This design comes from an exercise in tuning for small area on the open sky130 flow, not from production work.
Function was checked by simulation only, so behaviour that the tests miss may differ from the original.
Power is estimated from default activity; no workload was simulated.

==> umber <==
==> flow/design.v (excerpt) <==
module acio_core (
    input             clk,
    input             rst,             
    input             cmd_valid,
    output            cmd_ready,
    input      [31:0] cmd_word,
    input      [31:0] cmd_data,
    output            resp_valid,
    output     [7:0]  resp_code,
    output     [31:0] resp_rdata,
    input             ch_present,
    input      [15:0] ch_avail,
    input      [7:0]  ch_rdata,
    output            ch_rd,
    output            ch_open,
    output     [31:0] ch_baud,
    output            ch_close,
    output            ch_discard,
    output            ch_wr,
    output     [7:0]  ch_wdata,
    output            ch_flush,
    input             ch_flush_done,
    output            ring_wr,
    input      [31:0] now
);
clock: 40.0 ns
lec_check: 0
cap_margin: 20
core_margin: 2
core_utilization: 60
cts_cluster_diameter: 60
cts_cluster_size: 30
slew_margin: 20
run.sh (not shown) runs the stock make flow with config.mk's settings and CLKGATE_MAP_FILE= SYNTH_SCRIPT=/design/flow/synth_recipe.tcl, a recipe that flattens the netlist after the stock synthesis.
==> sierra: changes against umber <==
--- a/flow/design.v
+++ b/flow/design.v
@@ -97,17 +97,17 @@
     reg [7:0]  tx_sum;
     reg [7:0]  w_node, w_cmd, w_fid;
     reg [5:0]  w_len;
     reg [7:0]  rx_sum;
     reg [7:0]  rx_node, rx_cmd, rx_fid, rx_csum;
     reg [5:0]  rx_len;
     reg        rbank;         
     reg [255:0] baud_r;
-    reg [31:0]  qt_r, am_r, cb_r, la_r;
+    reg [31:0]  qt_r, am_r, cb_r, la_r, cn_r;
     reg [255:0] txp_r, rxa_r, rxb_r;
     wire [4:0] k5 = tc[4:0];
     wire       k0 = (k5 == 5'd0);
     wire       now_bit = now[k5];
     wire [7:0]  op   = cmd_word[7:0];
     wire        fmtN = (cmd_word[31:8] == 24'd0);
     wire        fmtF = (cmd_word[31:9] == 23'd0);
     wire        fmtA = (cmd_word[15:8] == 8'd0);
@@ -183,18 +183,17 @@
     wire       rxp_ok  = ({2'b00, ridx} + 7'd6) < {1'b0, rx_len};
     wire [7:0] pbyte   = (rsel == R_TXP) ? txp_r[7:0] : (rxp_ok ? rx_head : 8'd0);
     wire       ldtop   = in_win && byte_rd && (k5 == ridx);
     wire p_bor  = k0 ? 1'b0 : f1;
     wire p_gt   = k0 ? 1'b0 : f2;
     wire p_d    = now_bit ^ la_r[0] ^ p_bor;
     wire p_bor_n = (~now_bit & la_r[0]) | (~(now_bit ^ la_r[0]) & p_bor);
     wire p_gt_n  = (p_d & ~qt_r[0]) | (~(p_d ^ qt_r[0]) & p_gt);
-    wire cn_head = rbank ? rxa_r[0] : rxb_r[0];
-    wire a_c    = ad_first ? 1'b0 : cn_head;
+    wire a_c    = ad_first ? 1'b0 : cn_r[0];
     wire a_eq   = k0 ? 1'b1 : f1;
     wire a_nz   = k0 ? 1'b0 : f2;
     wire a_cy   = k0 ? 1'b1 : f3;
     wire       avail0   = (ch_avail == 16'd0);
     wire       avail6   = (ch_avail >= 16'd6);
     wire       raw_esc  = !codec_esc && (ch_rdata == 8'hFF);
     wire       raw_aa   = !codec_esc && (ch_rdata == 8'hAA);
     wire [7:0] logical  = codec_esc ? ~ch_rdata : ch_rdata;
@@ -247,30 +246,28 @@
                    (wr32 && rsel == R_QT) ? obuf[0] : qt_r[0];
     wire am_in   = clearing ? 1'b0 :
                    (wr32 && rsel == R_AM) ? obuf[0] : am_r[0];
     wire cb_in   = clearing ? 1'b0 :
                    fin_w ? (auto_b ? baud_r[0] : obuf[0]) : cb_r[0];
     wire la_in   = clearing ? 1'b0 :
                    (fin_w || (in_win && kind == K_PCMP && st_ready && avail6)) ?
                    now_bit : la_r[0];
-    wire cn_wr   = in_win && (kind == K_ADCHK);
-    wire cn_in   = a_c ^ a_cy;
+    wire cn_in   = (in_win && kind == K_ADCHK) ? (a_c ^ a_cy) : cn_r[0];
     wire [7:0] txp_in = clearing ? 8'd0 :
                         (w_start && kind == K_BWR) ? obuf[7:0] : txp_r[7:0];
-    wire [7:0] rxa_in = (asm_pwr && rbank)  ? logical :
-                        (cn_wr && rbank)   ? {rxa_r[7:1], cn_in} : rxa_r[7:0];
-    wire [7:0] rxb_in = (asm_pwr && !rbank) ? logical :
-                        (cn_wr && !rbank)  ? {rxb_r[7:1], cn_in} : rxb_r[7:0];
+    wire [7:0] rxa_in = (asm_pwr && rbank)  ? logical : rxa_r[7:0];
+    wire [7:0] rxb_in = (asm_pwr && !rbank) ? logical : rxb_r[7:0];
     always @(posedge clk) begin
         baud_r <= {baud_in, baud_r[255:1]};
         qt_r   <= {qt_in, qt_r[31:1]};
         am_r   <= {am_in, am_r[31:1]};
         cb_r   <= {cb_in, cb_r[31:1]};
         la_r   <= {la_in, la_r[31:1]};
+        cn_r   <= {cn_in, cn_r[31:1]};
         txp_r  <= {txp_in, txp_r[255:8]};
         rxa_r  <= {rxa_in, rxa_r[255:8]};
         rxb_r  <= {rxb_in, rxb_r[255:8]};
     end
     wire obuf_sin = (kind == K_RD) ? rd_bit :
                     (kind == K_ADLD) ? baud_r[0] : 1'b0;
     task respond(input [3:0] c);
         begin
CORE_UTILIZATION = 40   (was 60)
CTS_CLUSTER_DIAMETER = not set   (was 60)
CTS_CLUSTER_SIZE = not set   (was 30)
==> impl_metrics.py <==
metrics = {
    "run_status": {
        "status": "finished clean",
    },
    "routing": {
        "vias": 22399,
        "drt_wl_total_um": 85400,
        "wl_met2_um": 37500,
    },
    "global_route": {
        "grt_first_pass_wirelength_um": 129000,
        "grt_max_degree": 58,
    },
    "pwr": {
        "p_int_mw": 2.18,
        "pwr-share-comb": 0.041,
        "p_comb_mw": 0.112,
    },
    "synthesis": {
        "synth_top_area_frac": 0.663,
        "yosysSeqAreaShare": 0.746,
    },
    "placed_design": {
        "place_area_um2": 42300,
    },
    "critical_path": {
        "crit_arrival_ps": 11500,
    },
    "final_layout": {
        "multi_input_area_share": 0.192,
        "seqCellArea_um2": 29200,
        "final_util": 0.481,
    },
    "floorplan": {
        "taps": 1276,
    },
}
the above is filed under sierra

==> impl_metrics.py <==
metrics = {
    "final_layout": {
        "seqCellArea_um2": 28600,
        "multi_input_area_share": 0.206,
    },
    "critical_path": {
        "crit_arrival_ps": 10430,
    },
    "pwr": {
        "pwr-share-comb": 0.054,
        "p_int_mw": 1.79,
        "p_comb_mw": 0.124,
    },
    "floorplan": {
        "taps": 846,
    },
    "synthesis": {
        "synth_top_area_frac": 0.659,
    },
    "run_status": {
        "status": "finished clean",
    },
    "global_route": {
        "grt_first_pass_wirelength_um": 125000,
        "grt_max_degree": 66,
    },
    "routing": {
        "wl_met2_um": 36800,
        "drt_wl_total_um": 80700,
        "vias": 21485,
    },
    "placed_design": {
        "place_area_um2": 41000,
    },
}
the above is filed under umber


* * *

==> run G <==
acio_core, a different RTL version from the one above (not shown whole).
// acio_core
module acio_core (
    input             clk,
    input             rst,             
    input             cmd_valid,
    output            cmd_ready,
    input      [31:0] cmd_word,
    input      [31:0] cmd_data,
    output            resp_valid,
    output     [7:0]  resp_code,
    output     [31:0] resp_rdata,
    input             ch_present,
    input      [15:0] ch_avail,
    input      [7:0]  ch_rdata,
    output            ch_rd,
    output            ch_open,
    output     [31:0] ch_baud,
    output            ch_close,
    output            ch_discard,
    output            ch_wr,
    output     [7:0]  ch_wdata,
    output            ch_flush,
    input             ch_flush_done,
    output            ring_wr,
    input      [31:0] now
);
clock: 40.0 ns
lec_check: 0
cap_margin: 20
core_margin: 2
core_utilization: 70
cts_cluster_diameter: 60
cts_cluster_size: 30
slew_margin: 20
standard.sh (not shown) runs the stock make flow with config.mk's settings and CLKGATE_MAP_FILE= SYNTH_SCRIPT=/design/flow/synth_recipe.tcl, a recipe that flattens the netlist after the stock synthesis.
==> flow/flow/run.sh <==
#!/bin/bash
# Own layout flow: the standard ORFS flow (standard.sh) unchanged, with
# two settings passed to it:
#  - every port still gets its own buffer, but of the smallest buffer cell
#    (buffer_ports -buffer_cell sky130_fd_sc_hd__buf_1);
#  - clock tree synthesis clusters up to 30 sinks within 60 um and inserts
#    no dummy loads.
# The whole make output goes to standard_flow.log in the work folder; each
# ORFS tool writes its own log under orfs/logs/.
set -euo pipefail
export BUFFER_PORTS_ARGS="-buffer_cell sky130_fd_sc_hd__buf_1"
export CTS_ARGS="-sink_clustering_enable -repair_clock_nets -sink_clustering_size 30 -sink_clustering_max_diameter 60 -dont_use_dummy_load"
bash standard.sh > standard_flow.log 2>&1
==> run F (differences from run G) <==
--- a/flow/design.v
+++ b/flow/design.v
@@ -54,20 +54,18 @@
                      S_ADEV  = 5'd15,
                      S_ADEX  = 5'd16,
                      S_PDEC  = 5'd17,
                      S_ASM   = 5'd18,
                      S_RECL  = 5'd19,
                      S_SCHK  = 5'd20,
                      S_TX    = 5'd21,
                      S_FL    = 5'd22,
-                     S_FLW   = 5'd23,
-                     S_SLEN  = 5'd24;
-    localparam [2:0] K_TXLD  = 3'd0,    
-                     K_RD    = 3'd1,    
+                     S_FLW   = 5'd23;
+    localparam [2:0] K_RD    = 3'd1,    
                      K_WR32  = 3'd2,    
                      K_BWR   = 3'd3,    
                      K_PCMP  = 3'd4,    
                      K_ADCHK = 3'd5,    
                      K_ADLD  = 3'd6,    
                      K_FIN   = 3'd7;    
     localparam [3:0] R_ST = 4'd0, R_CFG = 4'd1, R_QT = 4'd2, R_CB = 4'd3,
                      R_LA = 4'd4, R_BC = 4'd5, R_BI = 4'd6, R_AM = 4'd7,
@@ -89,28 +87,28 @@
     reg [31:0] obuf;
     reg        st_ready, st_fatal, st_chopen;
     reg        codec_esc;
     reg [7:0]  codec_sync;
     reg [5:0]  fa_pos;
     reg        cfg_mode, cfg_nr, cfg_re;
     reg [3:0]  baud_count;
     reg [2:0]  baud_index;
+    reg [7:0]  tx_node, tx_cmd, tx_fid, tx_len;
     reg [5:0]  tx_k;
     reg [7:0]  tx_sum;
     reg [5:0]  w_len;
     reg [7:0]  rx_sum;
     reg        hdr_armed;     
     reg [5:0]  rx_len;
     reg        rbank;         
     reg [255:0] baud_r;
     reg [31:0]  qt_r, am_r, cb_r, la_r;
     reg [255:0] txp_r, rxa_r, rxb_r;
-    reg [31:0]  ha_r, hb_r;
-    reg [31:0]  txh_r;         
+    reg [31:0]  ha_r, hb_r;    
     wire [4:0] k5 = tc[4:0];
     wire       k0 = (k5 == 5'd0);
     wire       now_bit = now[k5];
     wire [7:0]  op   = cmd_word[7:0];
     wire        fmtN = (cmd_word[31:8] == 24'd0);
     wire        fmtF = (cmd_word[31:9] == 23'd0);
     wire        fmtA = (cmd_word[15:8] == 8'd0);
     wire [15:0] caddr = cmd_word[31:16];
@@ -140,113 +138,105 @@
                 16'h0021: begin d_sel = R_RXT; d_ro = 1'b1; end
                 16'h0030: d_sel = R_TXH;
                 16'h0031: d_sel = R_TXT;
                 default:  d_mapped = 1'b0;
             endcase
         end
     end
     wire byte_rd = (kind == K_RD) && (rsel == R_RXP || rsel == R_TXP);
-    wire [4:0] km5 = k5 - 5'd5;
-    wire [4:0] sm1 = (kind == K_RD && rsel == R_RXT) ? 5'd23 : 5'd31;
+    wire [4:0] sm1 = byte_rd ? (ridx - 5'd8) :
+                     (kind == K_BWR) ? ridx :
+                     (kind == K_RD && rsel == R_RXT) ? 5'd23 : 5'd31;
     wire balign = (((kind == K_RD) || (kind == K_WR32)) && rsel == R_BAUD) ||
                   (kind == K_ADLD) || ((kind == K_FIN) && auto_b);
-    wire at_sm1 = byte_rd ? (km5 == {ridx[4:3] - 2'd1, ridx[2:0]}) :
-                  (kind == K_BWR) ? (km5 == ridx) : (k5 == sm1);
+    wire at_sm1 = (k5 == sm1);
     wire w_start = (state == S_WWAIT) && at_sm1 && !clearing &&
                    (!balign || tc[7:5] == ridx[2:0] - 3'd1);
     wire in_win = (state == S_WIN);
     wire w_end  = in_win && at_sm1;
     wire        rx_v = (rx_len != 6'd0);
     wire        rh_head = rbank ? hb_r[0] : ha_r[0];
-    wire [1:0]  lane = k5[4:3];
-    reg  [7:0]  rlane;
+    reg  [31:0] rword;
     always @(*) begin
-        rlane = 8'd0;
         case (rsel)
-            R_ST: case (lane)
-                      2'd0: rlane = {4'd0, codec_esc, st_chopen, st_fatal, st_ready};
-                      2'd1: rlane = {2'd0, fa_pos};
-                      2'd2: rlane = codec_sync;
-                      default: ;
-                  endcase
-            R_CFG: if (lane == 2'd0) rlane = {5'd0, cfg_re, cfg_nr, cfg_mode};
-            R_BC:  if (lane == 2'd0) rlane = {4'd0, baud_count};
-            R_BI:  if (lane == 2'd0) rlane = {5'd0, baud_index};
-            R_RXH: if (lane == 2'd0) rlane = rx_v ? 8'hAA : 8'd0;
-            R_RXT: if (lane == 2'd3) rlane = {2'd0, rx_len};    
-            R_TXH: if (lane == 2'd0) rlane = 8'hAA;
-            default: ;
+            R_ST:  rword = {8'd0, codec_sync, 2'd0, fa_pos, 4'd0,
+                            codec_esc, st_chopen, st_fatal, st_ready};
+            R_CFG: rword = {29'd0, cfg_re, cfg_nr, cfg_mode};
+            R_BC:  rword = {28'd0, baud_count};
+            R_BI:  rword = {29'd0, baud_index};
+            R_RXH: rword = {24'd0, rx_v ? 8'hAA : 8'd0};
+            R_RXT: rword = {24'd0, 2'd0, rx_len} << 24;    
+            R_TXH: rword = {tx_fid, tx_cmd, tx_node, 8'hAA};
+            R_TXT: rword = {24'd0, tx_len};
+            default: rword = 32'd0;
         endcase
     end
-    wire rlane_bit = rlane[k5[2:0]];
     reg rd_bit;
     always @(*) begin
         case (rsel)
             R_QT:   rd_bit = qt_r[0];
             R_CB:   rd_bit = cb_r[0];
             R_LA:   rd_bit = la_r[0];
             R_AM:   rd_bit = am_r[0];
             R_BAUD: rd_bit = baud_r[0];
-            R_RXH:  rd_bit = (lane == 2'd0) ? rlane_bit : (rh_head & rx_v);
-            R_RXT:  rd_bit = (lane == 2'd0) ? (rh_head & rx_v) : rlane_bit;
-            R_TXH:  rd_bit = (lane == 2'd0) ? rlane_bit : txh_r[0];
-            R_TXT:  rd_bit = (lane == 2'd0) & txh_r[0];
-            default: rd_bit = rlane_bit;
+            R_RXH:  rd_bit = (k5[4:3] == 2'd0) ? rword[k5] : (rh_head & rx_v);
+            R_RXT:  rd_bit = (k5[4:3] == 2'd0) ? (rh_head & rx_v) : rword[k5];
+            default: rd_bit = rword[k5];
         endcase
     end
     wire [7:0] rx_head = rbank ? rxb_r[7:0] : rxa_r[7:0];
     wire       rxp_ok  = ({2'b00, ridx} + 7'd6) < {1'b0, rx_len};
     wire [7:0] pbyte   = (rsel == R_TXP) ? txp_r[7:0] : (rxp_ok ? rx_head : 8'd0);
-    wire       ldtop   = in_win && byte_rd && (km5 == ridx);
+    wire       ldtop   = in_win && byte_rd && (k5 == ridx);
     wire p_bor  = k0 ? 1'b0 : f1;
     wire p_gt   = k0 ? 1'b0 : f2;
     wire p_d    = now_bit ^ la_r[0] ^ p_bor;
     wire p_bor_n = (~now_bit & la_r[0]) | (~(now_bit ^ la_r[0]) & p_bor);
     wire p_gt_n  = (p_d & ~qt_r[0]) | (~(p_d ^ qt_r[0]) & p_gt);
     wire cn_head = rbank ? rxa_r[0] : rxb_r[0];
     wire a_c    = ad_first ? 1'b0 : cn_head;
     wire a_eq   = k0 ? 1'b1 : f1;
     wire a_nz   = k0 ? 1'b0 : f2;
     wire a_cy   = k0 ? 1'b1 : f3;
     wire       avail0   = (ch_avail == 16'd0);
     wire       avail6   = (ch_avail >= 16'd6);
     wire       raw_esc  = !codec_esc && (ch_rdata == 8'hFF);
     wire       raw_aa   = !codec_esc && (ch_rdata == 8'hAA);
     wire [7:0] logical  = codec_esc ? ~ch_rdata : ch_rdata;
-    wire [7:0] sync_inc = codec_sync + {7'd0, ~&codec_sync};
-    wire [5:0] fa_pos1  = fa_pos + 6'd1;
-    wire       in_pay   = (fa_pos >= 6'd5) && (fa_pos1 < w_len);
+    wire [7:0] sync_inc = (codec_sync == 8'hFF) ? 8'hFF : codec_sync + 8'd1;
+    wire [5:0] pidx     = fa_pos - 6'd5;
+    wire       in_pay   = (fa_pos >= 6'd5) && (fa_pos < w_len - 6'd1);
     wire       asm_act  = (state == S_ASM) && !avail0;
     wire       hdr_pos  = (fa_pos != 6'd0 && fa_pos < 6'd4) || (fa_pos >= 6'd5 && !in_pay);
     wire [1:0] hslot    = (fa_pos < 6'd4) ? fa_pos[1:0] : 2'd0;
     wire       hdr_wr   = asm_act && !raw_esc && hdr_pos && (k5[4:3] == hslot);
     wire       hdr_bit  = logical[k5[2:0]];
     wire       asm_take = asm_act && (raw_esc ||
                           (!in_pay && !hdr_pos) ||
-                          (in_pay && k5 == fa_pos[4:0]) ||
+                          (in_pay && k5 == pidx[4:0]) ||
                           (hdr_wr && hdr_armed && k5[2:0] == 3'd7));
     wire       asm_pwr  = asm_take && !raw_esc && in_pay;
     wire [7:0] rx_sum_n = rx_sum + logical;
     assign ring_wr = asm_take && raw_aa && (codec_sync == 8'd0) && cfg_re;
-    wire [5:0] tx_k1   = tx_k + 6'd1;
-    wire       tx_last = (tx_k1 == obuf[5:0]);        
+    wire       tx_last = ({2'b00, tx_k} == tx_len - 8'd1);
     reg  [7:0] tx_b;
     always @(*) begin
         case (tx_k)
             6'd0: tx_b = 8'hAA;
-            6'd1: tx_b = obuf[15:8];
-            6'd2: tx_b = obuf[23:16];
-            6'd3: tx_b = obuf[31:24];
-            6'd4: tx_b = obuf[7:0];
+            6'd1: tx_b = tx_node;
+            6'd2: tx_b = tx_cmd;
+            6'd3: tx_b = tx_fid;
+            6'd4: tx_b = tx_len;
             default: tx_b = tx_last ? tx_sum : txp_r[7:0];
         endcase
     end
+    wire [5:0] tx_pidx = tx_k - 6'd5;
     wire tx_pay  = (tx_k >= 6'd5) && !tx_last;
-    wire tx_rdy  = (state == S_TX) && (!tx_pay || (k5 == tx_k[4:0] && !clearing));
+    wire tx_rdy  = (state == S_TX) && (!tx_pay || (k5 == tx_pidx[4:0] && !clearing));
     wire tx_esc  = (tx_k != 6'd0) && (tx_b == 8'hAA || tx_b == 8'hFF);
     wire wr_ff   = tx_rdy && tx_esc && !ffdone;
     wire wr_val  = tx_rdy && (!tx_esc || ffdone);
     assign cmd_ready  = (state == S_IDLE);
     assign resp_valid = (state == S_RESP);
     assign resp_code  = {4'd0, code};
     assign resp_rdata = obuf;
     assign ch_baud    = obuf;
@@ -259,19 +249,16 @@
     assign ch_wr      = wr_ff || wr_val;
     assign ch_wdata   = wr_ff ? 8'hFF : (ffdone ? ~tx_b : tx_b);
     assign ch_flush   = (state == S_FL);
     localparam [31:0] QT_RST = 32'd50000;
     wire wr32  = in_win && (kind == K_WR32);
     wire fin_w = in_win && (kind == K_FIN);
     wire baud_in = clearing ? 1'b0 :
                    (wr32 && rsel == R_BAUD) ? obuf[0] : baud_r[0];
-    wire txh_in  = clearing ? 1'b0 :
-                   (wr32 && ((rsel == R_TXH && lane != 2'd0) ||
-                             (rsel == R_TXT && lane == 2'd0))) ? obuf[0] : txh_r[0];
     wire qt_in   = clearing ? QT_RST[k5] :
                    (wr32 && rsel == R_QT) ? obuf[0] : qt_r[0];
     wire am_in   = clearing ? 1'b0 :
                    (wr32 && rsel == R_AM) ? obuf[0] : am_r[0];
     wire cb_in   = clearing ? 1'b0 :
                    fin_w ? (auto_b ? baud_r[0] : obuf[0]) : cb_r[0];
     wire la_in   = clearing ? 1'b0 :
                    (fin_w || (in_win && kind == K_PCMP && st_ready && avail6)) ?
@@ -286,26 +273,24 @@
                         (cn_wr && !rbank)  ? {rxb_r[7:1], cn_in} : rxb_r[7:0];
     wire ha_in = (hdr_wr && rbank)  ? hdr_bit : ha_r[0];
     wire hb_in = (hdr_wr && !rbank) ? hdr_bit : hb_r[0];
     always @(posedge clk) begin
         ha_r   <= {ha_in, ha_r[31:1]};
         hb_r   <= {hb_in, hb_r[31:1]};
         baud_r <= {baud_in, baud_r[255:1]};
         qt_r   <= {qt_in, qt_r[31:1]};
-        txh_r  <= {txh_in, txh_r[31:1]};
         am_r   <= {am_in, am_r[31:1]};
         cb_r   <= {cb_in, cb_r[31:1]};
         la_r   <= {la_in, la_r[31:1]};
         txp_r  <= {txp_in, txp_r[255:8]};
         rxa_r  <= {rxa_in, rxa_r[255:8]};
         rxb_r  <= {rxb_in, rxb_r[255:8]};
     end
     wire obuf_sin = (kind == K_RD) ? rd_bit :
-                    (kind == K_TXLD) ? txh_r[0] :
                     (kind == K_ADLD) ? baud_r[0] : 1'b0;
     task respond(input [3:0] c);
         begin
             code     <= c;
             state    <= S_RESP;
             obuf     <= 32'd0;
         end
     endtask
@@ -332,16 +317,20 @@
             codec_esc  <= 1'b0;
             codec_sync <= 8'd0;
             fa_pos     <= 6'd0;
             cfg_mode   <= 1'b0;
             cfg_nr     <= 1'b0;
             cfg_re     <= 1'b1;
             baud_count <= 4'd0;
             baud_index <= 3'd0;
+            tx_node    <= 8'd0;
+            tx_cmd     <= 8'd0;
+            tx_fid     <= 8'd0;
+            tx_len     <= 8'd0;
             rx_len     <= 6'd0;
             hdr_armed  <= 1'b0;
         end else begin
             tc <= tc + 8'd1;
             if (tc == 8'hFF)
                 clearing <= 1'b0;
             case (state)
             S_IDLE: begin
@@ -385,16 +374,26 @@
                                         R_BC: begin
                                             if (cmd_data[3:0] > 4'd8)
                                                 respond(C_BAD_CSR);
                                             else begin
                                                 baud_count <= cmd_data[3:0];
                                                 respond(C_OK);
                                             end
                                         end
+                                        R_TXH: begin
+                                            tx_node <= cmd_data[15:8];
+                                            tx_cmd  <= cmd_data[23:16];
+                                            tx_fid  <= cmd_data[31:24];
+                                            respond(C_OK);
+                                        end
+                                        R_TXT: begin
+                                            tx_len <= cmd_data[7:0];
+                                            respond(C_OK);
+                                        end
                                         R_TXP: window(K_BWR);
                                         default: window(K_WR32);    
                                     endcase
                                 end
                             end
                         end
                         default: respond(C_ILLEGAL);
                     endcase
@@ -419,17 +418,16 @@
                     case (kind)
                         K_RD:    state <= S_RESP;
                         K_PCMP:  state <= S_PDEC;
                         K_ADCHK: begin
                             ad_first <= 1'b0;
                             state    <= S_ADDEC;
                         end
                         K_ADLD:  state <= S_ADOP;
-                        K_TXLD:  state <= S_SLEN;
                         K_FIN: begin
                             codec_esc  <= 1'b0;
                             codec_sync <= 8'd0;
                             fa_pos     <= 6'd0;
                             st_ready   <= 1'b1;
                             respond(nested ? C_BUS_RESET : C_OK);
                         end
                         default: respond(C_OK);         
@@ -544,29 +542,29 @@
                             if (logical != 8'hAA) begin
                                 respond(C_PENDING);
                             end else begin
                                 rx_sum <= 8'hAA;
                                 fa_pos <= 6'd1;
                             end
                         end else if (fa_pos < 6'd4) begin
                             rx_sum <= rx_sum_n;
-                            fa_pos <= fa_pos1;
+                            fa_pos <= fa_pos + 6'd1;
                         end else if (fa_pos == 6'd4) begin
                             if (logical < 8'd6 || logical > 8'd38) begin
                                 fa_pos <= 6'd0;
                                 respond(C_PENDING);
                             end else begin
                                 w_len  <= logical[5:0];
                                 rx_sum <= rx_sum_n;
                                 fa_pos <= 6'd5;
                             end
                         end else if (in_pay) begin
                             rx_sum <= rx_sum_n;
-                            fa_pos <= fa_pos1;
+                            fa_pos <= fa_pos + 6'd1;
                         end else begin
                             fa_pos <= 6'd0;
                             if (rx_sum == logical) begin
                                 rbank   <= ~rbank;
                                 rx_len  <= w_len;
                                 respond(C_FRAME_READY);
                             end else begin
                                 respond(C_CSUM_FAIL);
@@ -582,23 +580,19 @@
                     respond(C_BUS_DOWN);
                 end else begin
                     nested <= 1'b1;
                     auto_b <= 1'b1;
                     state  <= S_BCHK;
                 end
             end
             S_SCHK: begin
-                if (!st_ready)
+                if (!st_ready) begin
                     respond(C_BUS_DOWN);
-                else
-                    window(K_TXLD);
-            end
-            S_SLEN: begin
-                if (obuf[7:0] < 8'd6 || obuf[7:0] > 8'd38) begin
+                end else if (tx_len < 8'd6 || tx_len > 8'd38) begin
                     respond(C_LENGTH_ERR);
                 end else begin
                     tx_k   <= 6'd0;
                     tx_sum <= 8'd0;
                     ffdone <= 1'b0;
                     state  <= S_TX;
                 end
             end
@@ -606,17 +600,17 @@
                 if (wr_ff)
                     ffdone <= 1'b1;
                 if (wr_val) begin
                     ffdone <= 1'b0;
                     tx_sum <= tx_sum + tx_b;
                     if (tx_last)
                         state <= S_FL;
                     else
-                        tx_k <= tx_k1;
+                        tx_k <= tx_k + 6'd1;
                 end
             end
             S_FL: state <= S_FLW;
             S_FLW: begin
                 if (ch_flush_done)
                     respond(C_OK);
             end
             default: state <= S_IDLE;
==> flow/config.mk (replaced) <==
export PLATFORM = sky130hd
export DESIGN_NAME = acio_core
export DESIGN_NICKNAME = acio_core
export VERILOG_FILES = /design/flow/design.v
export SDC_FILE = /design/flow/constraint.sdc
export NUM_CORES = 4
export LEC_CHECK = 0
export CAP_MARGIN = 20
export CORE_MARGIN = 2
export CORE_UTILIZATION = 60
export CTS_CLUSTER_DIAMETER = 60
export CTS_CLUSTER_SIZE = 30
export SLEW_MARGIN = 20
==> notes.md <==
Worst R2R End: run G tx_sum[7]$_SDFFCE_PN0P_; run F rxb_r[252]$_DFF_P_
Std-Cell Core Area: run G 52700 sq um; run F 63100 sq um
Portion of netlist area occupied by mux cells: run G 0.0245; run F 0.0354
Finished Core Util: run G 0.758; run F 0.654
Dpl cells: run G 3580; run F 3902
Footprint of the multi-input gates: run G 8320 sq um; run F 9210 sq um
Internal Power: run G 1.69 mW; run F 1.72 mW
Count of vias placed by the detailed router: run G 20900; run F 21600
Max IR drop VDD: run G 0.0537 mV; run F 0.0467 mV
Largest net degree at the start of global routing: run G 55; run F 65
Sequential share of power: run G 0.657; run F 0.645
Tot GR Track Use: run G 0.301; run F 0.255
First-pass GRT wire length: run G 127000 um; run F 129000 um
Switching part of the total: run G 0.218; run F 0.214
Count of mapped cells out of synthesis: run G 2801; run F 2972
Worst slew margin relative to its limit: run G 0.227; run F 0.309
Met3 GRT Util: run G 0.0454; run F 0.0361
Outcome: run G complete, no violations; run F complete, no violations
Proportion of netlist area held by the largest area contributor: run G 0.712; run F 0.694
Combinational share of power: run G 0.043; run F 0.038
Cell depth of the worst setup path: run G 8; run F 9
Highest metal used: run G met4; run F met5
Antenna violations before repair: run G 1; run F 4

-- re-timing with driven ports --
How much do the figures lean on ideal ports? The routed layouts below were timed once more, with nothing changed but the port constraints. Step 1 assumes that a clkbuf_16 drives the clock port and a buf_2 every other input. Step 2 adds t to the input delays and takes it off the output delays; t is the mean of the earliest and latest rising clock arrival at the registers after step 1. Input paths then give back, and output paths get back, about the clock's delay inside the block. Slacks: ideal / step 1 / step 2; pairs: ideal / step 1.
| run | shift t [ns] | slack for setup (ns) | worst setup path at the end | clock arrival spread, ns | pins driven straight from the clock port |
|---|---|---|---|---|---|
| umber | 0.722 | 21.569 / 21.535 / 21.535 | input to output | 0.064 / 0.064 | 1 |
| sierra | 0.740 | 20.499 / 20.476 / 20.476 | input to output | 0.060 / 0.061 | 1 |
| run G | 0.669 | 21.855 / 21.822 / 21.822 | input to output | 0.141 / 0.141 | 1 |
| run F | 0.666 | 21.548 / 21.519 / 21.519 | input to output | 0.126 / 0.125 | 1 |
After both steps every run listed still meets setup and hold. The setup slack of umber, which loses most, moves by -0.034 ns with the drivers and by -0.034 ns with both steps.
